This is an optimization exercise on Yosys and OpenROAD, whose aim is small area, a short achievable clock period and few clock cycles, not a production implementation.
The RTL was checked by simulation tests, not by an equivalence proof against the original design.
No activity file was given, so power comes from the tool's default toggle rates.

`flow/design.v`:
```
module rq_qnt (
    input  wire [31:0] w,
    output reg  [15:0] q
);
    wire        s = w[31];
    wire [7:0]  e = w[30:23];
    wire [22:0] f = w[22:0];
    wire [23:0] m  = {1'b1, f};
    wire [38:0] p  = {m, 15'd0} - {15'd0, m};
    wire signed [40:0] a = s ? -$signed({2'b00, p}) : $signed({2'b00, p});
    wire [7:0]  sh8 = 8'd150 - e;
    wire signed [40:0] half    = $signed(41'd1) <<< (sh8 - 8'd1);
    wire signed [40:0] rounded = (a + half) >>> sh8;
    always @(*) begin
        if (e == 8'd255 && f != 23'd0)
            q = 16'h0000;                        
        else if (e >= 8'd128)
            q = s ? 16'h8000 : 16'h7fff;         
        else if (e <= 8'd110)
            q = 16'h0000;                        
        else if (rounded > 41'sd32767)
            q = 16'h7fff;
        else if (rounded < -41'sd32768)
            q = 16'h8000;
        else
            q = rounded[15:0];
    end
endmodule
module rq_core (
    input  wire        clk,
    input  wire        rst,         
    input  wire        cmd_valid,
    output wire        cmd_ready,
    input  wire [31:0] cmd_data,
    output reg         out_valid,
    output reg  [15:0] out_data
);
    localparam [1:0] ST_UNCONF = 2'd0, ST_READY = 2'd1, ST_ERROR = 2'd2;
    localparam [2:0] C_CFG_TARGET = 3'd1, C_CFG_RATES = 3'd2,
                     C_PROTOCOL   = 3'd3, C_ILLEGAL   = 3'd4;
    localparam [3:0] P_HDR   = 4'd0,    
                     P_CFG   = 4'd1,    
                     P_PRATE = 4'd2,    
                     P_MUL   = 4'd3,    
                     P_DIV   = 4'd4,    
                     P_EMIT0 = 4'd5,    
                     P_EMIT1 = 4'd6,    
                     P_SAMP  = 4'd7,    
                     P_DROP  = 4'd8;    
    reg [1:0]  state;
    reg [2:0]  cause;
    reg [31:0] trate;
    reg [3:0]  phase;
    reg [23:0] nin;           
    reg [31:0] nrate;         
    reg [24:0] remain;        
    reg        is_err;        
    reg [56:0] divq;          
    reg [33:0] divr;          
    reg [5:0]  divn;          
    reg [23:0] nout;          
    reg [23:0] iout;          
    reg [33:0] dacc;          
    reg        s_valid;
    reg [31:0] s_data;
    wire       hs   = cmd_valid & cmd_ready;
    wire [7:0] op   = cmd_data[31:24];
    wire [23:0] len = cmd_data[23:0];
    assign cmd_ready = (phase == P_HDR) || (phase == P_CFG) || (phase == P_PRATE) ||
                       (phase == P_SAMP) || (phase == P_DROP);
    wire [15:0] q;
    rq_qnt u_qnt (.w(s_data), .q(q));
    wire [33:0] div_shift = {divr[32:0], divq[56]};
    wire [33:0] div_den   = {1'b0, nrate, 1'b0};
    wire        div_ge    = div_shift >= div_den;
    wire [33:0] two_t = {1'b0, trate, 1'b0};
    wire [33:0] two_n = {1'b0, nrate, 1'b0};
    wire        pick  = (dacc < two_t) && (iout < nout);
    always @(posedge clk) begin
        if (rst) begin
            state     <= ST_UNCONF;
            cause     <= 3'd0;
            phase     <= P_HDR;
            out_valid <= 1'b0;
            s_valid   <= 1'b0;
        end else begin
            out_valid <= 1'b0;
            s_valid   <= 1'b0;
            if (s_valid) begin
                out_valid <= 1'b1;
                out_data  <= q;
            end
            case (phase)
            P_HDR: if (hs) begin
                if (state == ST_ERROR) begin
                    if (cmd_data == 32'h0300_0000) begin
                        state <= ST_UNCONF;
                        cause <= 3'd0;
                    end else if (cmd_data == 32'h0100_0000) begin
                        remain <= 25'd1;
                        phase  <= P_DROP;
                    end else if (op == 8'h02) begin
                        remain <= {1'b0, len} + 25'd1;
                        phase  <= P_DROP;
                    end
                end else if (cmd_data == 32'h0300_0000) begin
                    state <= ST_UNCONF;
                    cause <= 3'd0;
                end else if (cmd_data == 32'h0100_0000) begin
                    phase <= P_CFG;
                end else if (op == 8'h02) begin
                    nin   <= len;
                    phase <= P_PRATE;
                end else begin
                    state  <= ST_ERROR;
                    cause  <= C_ILLEGAL;
                    is_err <= 1'b1;
                    remain <= 25'd0;
                    phase  <= P_EMIT0;
                end
            end
            P_CFG: if (hs) begin
                if (state == ST_READY) begin
                    state  <= ST_ERROR;
                    cause  <= C_PROTOCOL;
                    is_err <= 1'b1;
                    remain <= 25'd0;
                    phase  <= P_EMIT0;
                end else if ($signed(cmd_data) <= 0) begin
                    state  <= ST_ERROR;
                    cause  <= C_CFG_TARGET;
                    is_err <= 1'b1;
                    remain <= 25'd0;
                    phase  <= P_EMIT0;
                end else begin
                    trate <= cmd_data;
                    state <= ST_READY;
                    phase <= P_HDR;
                end
            end
            P_PRATE: if (hs) begin
                if (state == ST_UNCONF) begin
                    state  <= ST_ERROR;
                    cause  <= C_PROTOCOL;
                    is_err <= 1'b1;
                    remain <= {1'b0, nin};
                    phase  <= P_EMIT0;
                end else if ($signed(cmd_data) < $signed(trate)) begin
                    state  <= ST_ERROR;
                    cause  <= C_CFG_RATES;
                    is_err <= 1'b1;
                    remain <= {1'b0, nin};
                    phase  <= P_EMIT0;
                end else begin
                    nrate  <= cmd_data;
                    is_err <= 1'b0;
                    remain <= {1'b0, nin};
                    phase  <= P_MUL;
                end
            end
            P_MUL: begin
                divq  <= {nin, 1'b0} * {25'd0, trate} + {25'd0, nrate};
                divr  <= 34'd0;
                divn  <= 6'd57;
                phase <= P_DIV;
            end
            P_DIV: begin
                if (div_ge) divr <= div_shift - div_den;
                else        divr <= div_shift;
                divq <= {divq[55:0], div_ge};
                divn <= divn - 6'd1;
                if (divn == 6'd1) phase <= P_EMIT0;
            end
            P_EMIT0: begin
                out_valid <= 1'b1;
                out_data  <= is_err ? 16'he000 : {8'h10, divq[23:16]};
                phase     <= P_EMIT1;
            end
            P_EMIT1: begin
                out_valid <= 1'b1;
                out_data  <= is_err ? {13'd0, cause} : divq[15:0];
                nout      <= divq[23:0];
                iout      <= 24'd0;
                dacc      <= {2'b00, trate};
                if (remain == 25'd0) phase <= P_HDR;
                else if (is_err)     phase <= P_DROP;
                else                 phase <= P_SAMP;
            end
            P_SAMP: if (hs) begin
                if (pick) begin
                    s_valid <= 1'b1;
                    s_data  <= cmd_data;
                    iout    <= iout + 24'd1;
                    dacc    <= dacc + two_n - two_t;
                end else begin
                    dacc    <= dacc - two_t;
                end
                remain <= remain - 25'd1;
                if (remain == 25'd1) phase <= P_HDR;
            end
            P_DROP: if (hs) begin
                remain <= remain - 25'd1;
                if (remain == 25'd1) phase <= P_HDR;
            end
            default: phase <= P_HDR;
            endcase
        end
    end
endmodule
```
`flow/run.sh`:
```
#!/bin/bash
# synth_recipe.tcl (not shown) runs the flow's synth.tcl, then flattens the netlist and writes it again
# the make line also repeats each setting of config.mk as NAME=value (left out here)
make -C /OpenROAD-flow-scripts/flow DESIGN_CONFIG=/design/flow/config.mk WORK_HOME=/design/flow/orfs CLKGATE_MAP_FILE= SYNTH_SCRIPT=/design/flow/synth_recipe.tcl finish
```
`flow/config.mk`:
```
export PLATFORM = sky130hd
export DESIGN_NAME = rq_core
export DESIGN_NICKNAME = rq_core
export VERILOG_FILES = /design/flow/design.v
export SDC_FILE = /design/flow/constraint.sdc
export NUM_CORES = 4
export LEC_CHECK = 0
export CAP_MARGIN = 20
export CORE_MARGIN = 2
export CORE_UTILIZATION = 40
export SLEW_MARGIN = 20
```
`flow/constraint.sdc`:
```
create_clock -name core_clock -period 12.0 [get_ports {clk}]
set_input_delay 2.4000 -clock core_clock [delete_from_list [all_inputs] [get_ports {clk}]]
set_output_delay 2.4000 -clock core_clock [all_outputs]
set_load 0.01 [all_outputs]
```
==> results.txt <==
post-CTS sizing=0; Slew @ Worst Pin=1.15 ns; Post-CTS Setup Repair Bufs=0; Final Power=11.6 mW; Peak Freq=99.2 MHz; CTS Root Buffer Type=clkbuf_16; hold path cells=2; number of synthesized flops with an enable pin=339; DIE AREA=143000 µm²; Pre-Repair DR Iteration Count=6; Routed WL per cell=22.5 µm; num rows=137; max-slew violation count=0; Final Critical Period=10.08 ns; unrepaired setup endpoints after global routing=no; Longest Clk Path Bufs=3; setup tns final=0 ns; Clock Latency Late Sink=0.66 ns; Synth async-reset ratio=0; Num CTS Buffers=43; gr ovfl total=0; post-route ant nets=0; Top Metal Used=met5; Sink Count=350; Critical Path RT=12.33 ns; GRT Total Usage=0.261; Primary FF master, synth=edfxtp_1; WL met2=88.6 mm; routed vias/inst=5.69; post-synth cell types=106; total wire length=187 mm; metal3 WL=13.0 mm; DIE WIDTH=378 µm; Seq/Total Area, Yosys=0.186; Port Buffer Count=52; Slowest-stage cell, CP=edfxtp_1; #FFs+latches synth=350; yosys warns=2; Crit. End Element=flop; syn_nets=7624; WS Path Type=reg -> reg; Period Utilization, post-route=0.840; skew final=0.0544 ns; pin count of the biggest net entering global routing=78; first-pass GRT wire length=285 mm; CP Data Arrival Time=10.41 ns; CP max FO=27; gpl congestion=0.957; syn_area_per_cell=8.66 µm²; pwr dens=191 nW/µm²; hold path endpoint=cause[1]; antenna violations before repair=6; Critical Path Max Stage Delay=1.11 ns; FF-to-FF setup slack=1.92 ns; Hold Fails Final Rpt=0; Initial DRC Count=4434; crit-path most repeated cell=fa_1; final net count=7549; Vias=47300; Worst VDD drop=0.416 mV; # H-tree levels=2; wire length on met1=76.5 mm; vias in the first global route=46900; Reg2Reg Launch Point=trate[6]; starting density of the core=0.403; final setup vio count=0; # hold bufs at CTS=0; IO Pins=53; max_slew headroom=0.232; clk slew on worst S/H paths=0.07 ns; leakage=27.0 nW; CTS tree=yes; Cell Area, Synth=56000 µm²; worst r2r path cells=34; Hold Slack=0.459 ns; Gate Count Post-Synth=6468; layout cells sized above 1=0.0446; core area=139000 µm²; final core occ=0.434; status=no timing/DRC/antenna violations; Post-route DRC=0; post-DP HPWL=142 mm; Max Cap Viol=0; die height=378 µm; HP Class=reg -> reg; crit start category=flop; area grow syn2layout=7.70%; hold path start=cause[1]; FF-to-FF End=divq[46]
[layout by cell type, fill, tap and decap left out, types with 43 or more instances in the layout]
| master | n |
|---|---|
| nand2b_1 | 43 |
| a211oi_1 | 55 |
| a31oi_1 | 44 |
| inv_1 | 941 |
| and3_1 | 52 |
| xor2_1 | 112 |
| nor3_1 | 114 |
| a21oi_1 | 288 |
| nor4_1 | 43 |
| and2_1 | 265 |
| a21o_1 | 117 |
| nand3_1 | 121 |
| edfxtp_1 | 339 |
| or3_1 | 44 |
| xnor2_1 | 218 |
| fa_1 | 695 |
| ha_1 | 425 |
| nand4_1 | 46 |
| o211ai_1 | 49 |
| buf_4 | 130 |
| nand2_1 | 893 |
| nor2_1 | 420 |
| o21ai_0 | 232 |
| clkbuf_16 | 43 |
| o21a_1 | 44 |
| clkdlybuf4s50_1 | 52 |
[metrics by stage]
stage	worst slack (ns)	instance area (µm²)	instances
after floorplan	1.95	56000	6468
after global placement	2.14	58900	8224
after detailed placement	2.04	58900	8224
after CTS	1.96	60300	8304
after global routing	1.13	60300	8304
final	1.92	60300	8305
[logic make-up after synthesis]
logic type               Yosys count  share of synthesized area
multiplexers                      50                    0.00931
flip-flops                       350                      0.186
buffers and inverters           1244                     0.0840
XOR/XNOR                         337                     0.0531
adder cells (fa/ha/maj)         1121                      0.343
AO/OA/AOI/OAI                   1177                      0.141
AND/OR/NAND/NOR                 2189                      0.184
[per-layer routing]
metal / global-route usage / up-vias
li1: - / 21400
met1: 0.343 / 23500
met2: 0.431 / 1944
met3: 0.0342 / 415
met4: 0.110 / 6
met5: 0 / -
[cell type report]
cell class / instances / area (µm²)
Tap cell: 1876 / 2350
Clock inverter: 28 / 377
Sequential cell: 350 / 10400
Fill cell: 13900 / 78800
Antenna cell: 1 / 2.50
Inverter: 942 / 3540
Multi-Input combinational cell: 4874 / 41100
Clock buffer: 52 / 1110
Timing Repair Buffer: 182 / 1500
[worst max-delay path, delay by kind of cell (launching register included)]
kind / cells / cell delay [ns]
AOI/OAI and AO/OA: 13 / 3.20
xor gates and xnor gates: 2 / 0.23
adders and majority gates: 9 / 3.79
buffers and inverters: 3 / 0.15
DFF: 1 / 1.11
and+or+nand+nor: 7 / 1.28
[report_power, final]
group / internal [mW] / leakage (nW) / switching (mW)
sequential: 1.82 / 3.18 / 0.132
clock: 0.822 / 0.716 / 0.620
combinational: 3.36 / 23.1 / 4.79
[cell usage after synthesis (all sizes together), types with 52 or more instances]
cell,number,area share
xor2,114,0.018
ha,426,0.095
nor3,118,0.011
a21o,117,0.016
and2,266,0.030
nand3,124,0.011
xnor2,222,0.035
a211oi,61,0.0085
o211ai,54,0.0077
and3,52,0.0058
nor2,427,0.029
inv,941,0.063
clkbuf,276,0.019
nand2,894,0.060
a21oi,292,0.026
o21ai,247,0.022
fa,695,0.25
edfxtp,339,0.18
[sequential cells by signal, indices dropped and copies added, names as in the netlist]
| signal | count |
|---|---|
| divq | 57 |
| dacc | 33 |
| divr | 33 |
| nrate | 32 |
| s_data | 32 |
| trate | 32 |
| remain | 25 |
| iout | 24 |
| nin | 24 |
| nout | 24 |
| out_data | 16 |
| divn | 6 |
| phase | 4 |
| cause | 3 |
| state | 2 |
| is_err | 1 |
| out_valid | 1 |
| s_valid | 1 |
[worst max-delay path by stage]
| stage | end | slack (ns) | cells past startpoint | start |
|---|---|---|---|---|
| final | divq[46] | 1.92 | 34 | trate[6] |
| after global routing | divq[46] | 1.13 | 34 | trate[6] |
| after CTS | divq[46] | 1.96 | 33 | trate[6] |
| after detailed placement | divq[46] | 2.04 | 33 | trate[6] |
| after global placement | divq[46] | 2.14 | 33 | trate[6] |
| after floorplan | divn[0] | 1.95 | 3 | rst |
Testbench counts, summed over its fixed seeds: cycles 89,529.

==> separate check: timing with driven ports <==
The flow's constraints put no driver on any port. The routed layout listed below was extracted and timed again, unchanged, in two steps.
Step 1 sets driving cells, clkbuf_16 on the clock port and buf_2 on the other inputs (assumed; they add their load-dependent delay and slew).
Step 2 adds t to the input delays and takes it off the output delays; t is the mean of the earliest and latest rising clock arrival at the registers after step 1. Input paths then give back, and output paths get back, about the clock's delay inside the block.
Three values: ideal, step 1, step 2; two values: the first two.
t, ns: 0.716
setup slack, ns: 1.920 / 1.920 / 1.920
slew at the worst register clock pin (ns): 0.10 / 0.10
After both steps setup and hold are still met in this run. The setup slack of this run moves by 0.000 ns with the drivers and by 0.000 ns with both steps.
